Source: an optimization exercise on an open RTL-to-GDS flow (aim: small area). Production flows keep margins and buffers that such runs may drop. Function was checked by simulation only, so behaviour that the tests miss may differ from the original. Power is estimated from default activity; no workload was simulated.

==> flow/design.v (excerpt) <==
module k1fcb (
    input  wire        clk,
    input  wire        rst,
    input  wire        in_valid,
    input  wire [7:0]  in_byte,
    output wire        in_ready,
    output wire        ob_valid,
    output wire [7:0]  ob_byte,
    output wire        rsp_valid,
    output wire [7:0]  rsp_op,
    output wire [7:0]  rsp_status,
    output wire [15:0] rsp_acc,
    output wire [7:0]  rsp_out,
    output wire [3:0]  rsp_xpos,
    output wire [1:0]  rsp_sflags,
    output wire [6:0]  rsp_rxn,
    output wire [6:0]  rsp_consumed,
    output wire        rsp_has_start,
    output wire [6:0]  rsp_start,
    output wire        rsp_ovf,
    output wire [15:0] rsp_len,
    output wire [15:0] rsp_type,
    output wire [15:0] rsp_dlen,
    output wire [15:0] rsp_crc_rx,
    output wire [15:0] rsp_crc_calc,
    output wire        rsp_crc_ok,
    output wire        rsp_dlen_ok,
    output wire        rsp_runt,
    output wire [6:0]  rsp_passes
);
Settings: LEC_CHECK=0, CAP_MARGIN=20, CORE_MARGIN=2, CORE_UTILIZATION=40, CTS_CLUSTER_DIAMETER=110, CTS_CLUSTER_SIZE=35, PLACE_DENSITY=0.6, SLEW_MARGIN=20; clock period 11.0 ns.
standard.sh (not shown) runs the stock make flow with config.mk's settings and CLKGATE_MAP_FILE= SYNTH_SCRIPT=/design/flow/synth_recipe.tcl, a recipe that flattens the netlist after the stock synthesis.
==> flow/flow/run.sh <==
#!/bin/bash
# Standard ORFS layout through the standard.sh, with two changes:
#  * technology mapping in synthesis uses an area-oriented ABC script
#    (flow/abc_map.script) in place of ORFS's abc_speed.script;
#  * every port still gets its own buffer, but buffer_ports uses the smallest buffer
#    (sky130_fd_sc_hd__buf_1) instead of the cell it picks by default.
# Everything else (the synthesis passes before and after ABC, flop mapping, floorplan,
# power grid, placement, CTS, routing) is ORFS's own.
set -euo pipefail
here=$(pwd)
rm -rf "$here/scripts"
cp -r "$FLOW_HOME/scripts" "$here/scripts"
cp "$here/flow/abc_map.script" "$here/scripts/abc_speed.script"
export SCRIPTS_DIR="$here/scripts"
export BUFFER_PORTS_ARGS="-buffer_cell sky130_fd_sc_hd__buf_1"
bash "$here/standard.sh" > "$here/orfs_make.log" 2>&1
==> flow/flow/abc_map.script <==
strash
dch -f
map -a
strash
dc2
dch -f
map -a
strash
&get -n
&st
&dch -f
&nf -R 1000 -p
&put
Edit:
CORE_UTILIZATION = 60   (was 40)
CTS_CLUSTER_DIAMETER = 150   (was 110)
CTS_CLUSTER_SIZE = 25   (was 35)
PLACE_DENSITY = 0.75   (was 0.6)
What happened: Register-to-register slack gets worse by 0.09 ns. Worst hold slack is worse by 0.010 ns. Total power rose slightly. Synthesized area does not change. Non-clock buffer count fell by 3. Clock skew rises by 0.020 ns. Cell count shrinks by a little under a tenth. Wire length grows by a few percent. Global-route usage went up by 9.8 points.
Edit:
CORE_UTILIZATION = 40   (was 60)
CTS_CLUSTER_DIAMETER = 120   (was 150)
CTS_CLUSTER_SIZE = 30   (was 25)
PLACE_DENSITY = 0.6   (was 0.75)
What happened: The changed run completed without violations; design area came out higher by 1.1%; register-to-register slack is about the same; die area went up by 49%.
Edit:
CTS_CLUSTER_DIAMETER = 100   (was 120)
CTS_CLUSTER_SIZE = 25   (was 30)
Worst hold slack is better by 0.0050 ns.
Routed wire length barely changes.
Maximum frequency is about the same.
Cell area goes up by 0.34%.
Clock power rises by about 6%.
Die area does not change.
Utilization goes up by 0.15 points.

* * *

Setup of build 34:
Starting RTL as in the previous note.
Settings: LEC_CHECK=0, CAP_MARGIN=20, CORE_MARGIN=2, CORE_UTILIZATION=40, CTS_BUF_LIST=sky130_fd_sc_hd__clkbuf_4 sky130_fd_sc_hd__clkbuf_8 sky130_fd_sc_hd__clkbuf_16, CTS_CLUSTER_DIAMETER=150, CTS_CLUSTER_SIZE=25, PLACE_DENSITY=0.6, SLEW_MARGIN=20; clock period 11.0 ns.
Scripts as last shown in full above: flow/flow/run.sh, flow/flow/abc_map.script
Having completed the whole flow, build 34 delivered a layout that passed the timing, design-rule and antenna checks.
Inputs modified between build 34 and build 31:
Settings: CTS_BUF_LIST: sky130_fd_sc_hd__clkbuf_4 sky130_fd_sc_hd__clkbuf_8 sky130_fd_sc_hd__clkbuf_16 -> unset; CTS_CLUSTER_SIZE: 25 -> 20.
==> run notes <==
Sequential share of layout area, build 34 and build 31, higher one = build 34. Against build 34 as the reference, build 31 delivers a lower clock slew at the register clock pins of the worst setup and hold paths. Per the comparison of build 31 with build 34, clock network power share went up; final cell count without fillers went up. From build 34 to build 31 the numbers moved as follows: routed wire length on met2 went up by 0.69%; global-route usage went up by 0.33 points. Part of the power in combinational logic for build 31: 1.0 points down relative to build 34. Compare build 34 and build 31 | setup slack lower: build 31.
Edits applied to the flow inputs when going from build 31 to build 76:
Settings: CTS_BUF_LIST: unset -> sky130_fd_sc_hd__clkbuf_8; CTS_CLUSTER_DIAMETER: 150 -> 100; CTS_CLUSTER_SIZE: 20 -> 14.
Notes after the runs:
- Build 76 went all the way through the flow, and no timing, DRC or antenna check failed.
- | combinational power share | build 76 vs build 31 | 1.1 points higher |
- Utilization down 0.51 points in build 76 wrt build 31
- Going from build 31 to build 76, total leakage power went down, filler-free cell count of the finished design has increased.
Input-level comparison between build 46 and build 76:
Settings: changing CTS_CLUSTER_SIZE from 14 to 25; changing CTS_CLUSTER_DIAMETER from 100 to 150; removing CTS_BUF_LIST (formerly sky130_fd_sc_hd__clkbuf_8).
==> comparison <==
[compare] base=build 76 new=build 46: maximum vdd drop moved up, later-pin clock latency in the skew report moved down, share of power burned in combinational logic level, number of distinct library cells after synthesis level, share of the clock period used by the worst path level. Build 46 vs. build 76: first-pass GRT wire length went down by 0.99%. Diff build 76 and build 46: clock-pin slew of the registers on the worst-case setup and hold paths lower in build 76.
Input changes introduced in build 19 (baseline for comparison: build 46):
Settings: CTS_CLUSTER_SIZE now 22, was 25; SLEW_MARGIN now 0, was 20; CAP_MARGIN now 0, was 20.
Results
- Against build 46, build 19 comes in 3.6 ps lower on clock skew.
- Build 46 → build 19: critical path depth roughly the same; final wirelength higher; worst hold slack after final layout lower; worst setup slack lower.

## port drivers added, routing unchanged
The flow's constraints put no driver on any port. The routed layouts listed below were extracted and timed again, unchanged, in two steps.
Step 1: set_driving_cell puts a clkbuf_16 on clk and a buf_2 on each other input, an assumption about the parent block.
Step 2 moves the port delays by t, midway between the first and last clock arrival at a register: inputs arrive t later, outputs are due t later. That takes back most of the time a late clock gives input paths.
a / b / c = ideal / step 1 / step 2; a / b = the first two.
run	shift t [ns]	setup slack, ns	hold slack, ns
the first run of note 1	0.621	3.868 / 3.848 / 3.848	0.321 / 0.321 / 0.321
the second run of note 1	0.619	3.826 / 3.806 / 3.806	0.311 / 0.311 / 0.311
the third run of note 1	0.627	3.868 / 3.843 / 3.843	0.318 / 0.318 / 0.318
the fourth run of note 1	0.631	3.854 / 3.817 / 3.817	0.323 / 0.323 / 0.323
build 34	0.632	3.880 / 3.848 / 3.848	0.316 / 0.316 / 0.316
build 31	0.627	3.850 / 3.817 / 3.817	0.309 / 0.309 / 0.309
build 76	0.689	3.881 / 3.845 / 3.845	0.314 / 0.314 / 0.314
build 46	0.632	3.895 / 3.866 / 3.866	0.317 / 0.317 / 0.317
build 19	0.607	3.868 / 3.829 / 3.829	0.313 / 0.313 / 0.313
After both steps every run listed still meets setup and hold. For build 19, which loses most, drivers alone change the setup slack by -0.039 ns; drivers and shift together by -0.039 ns.
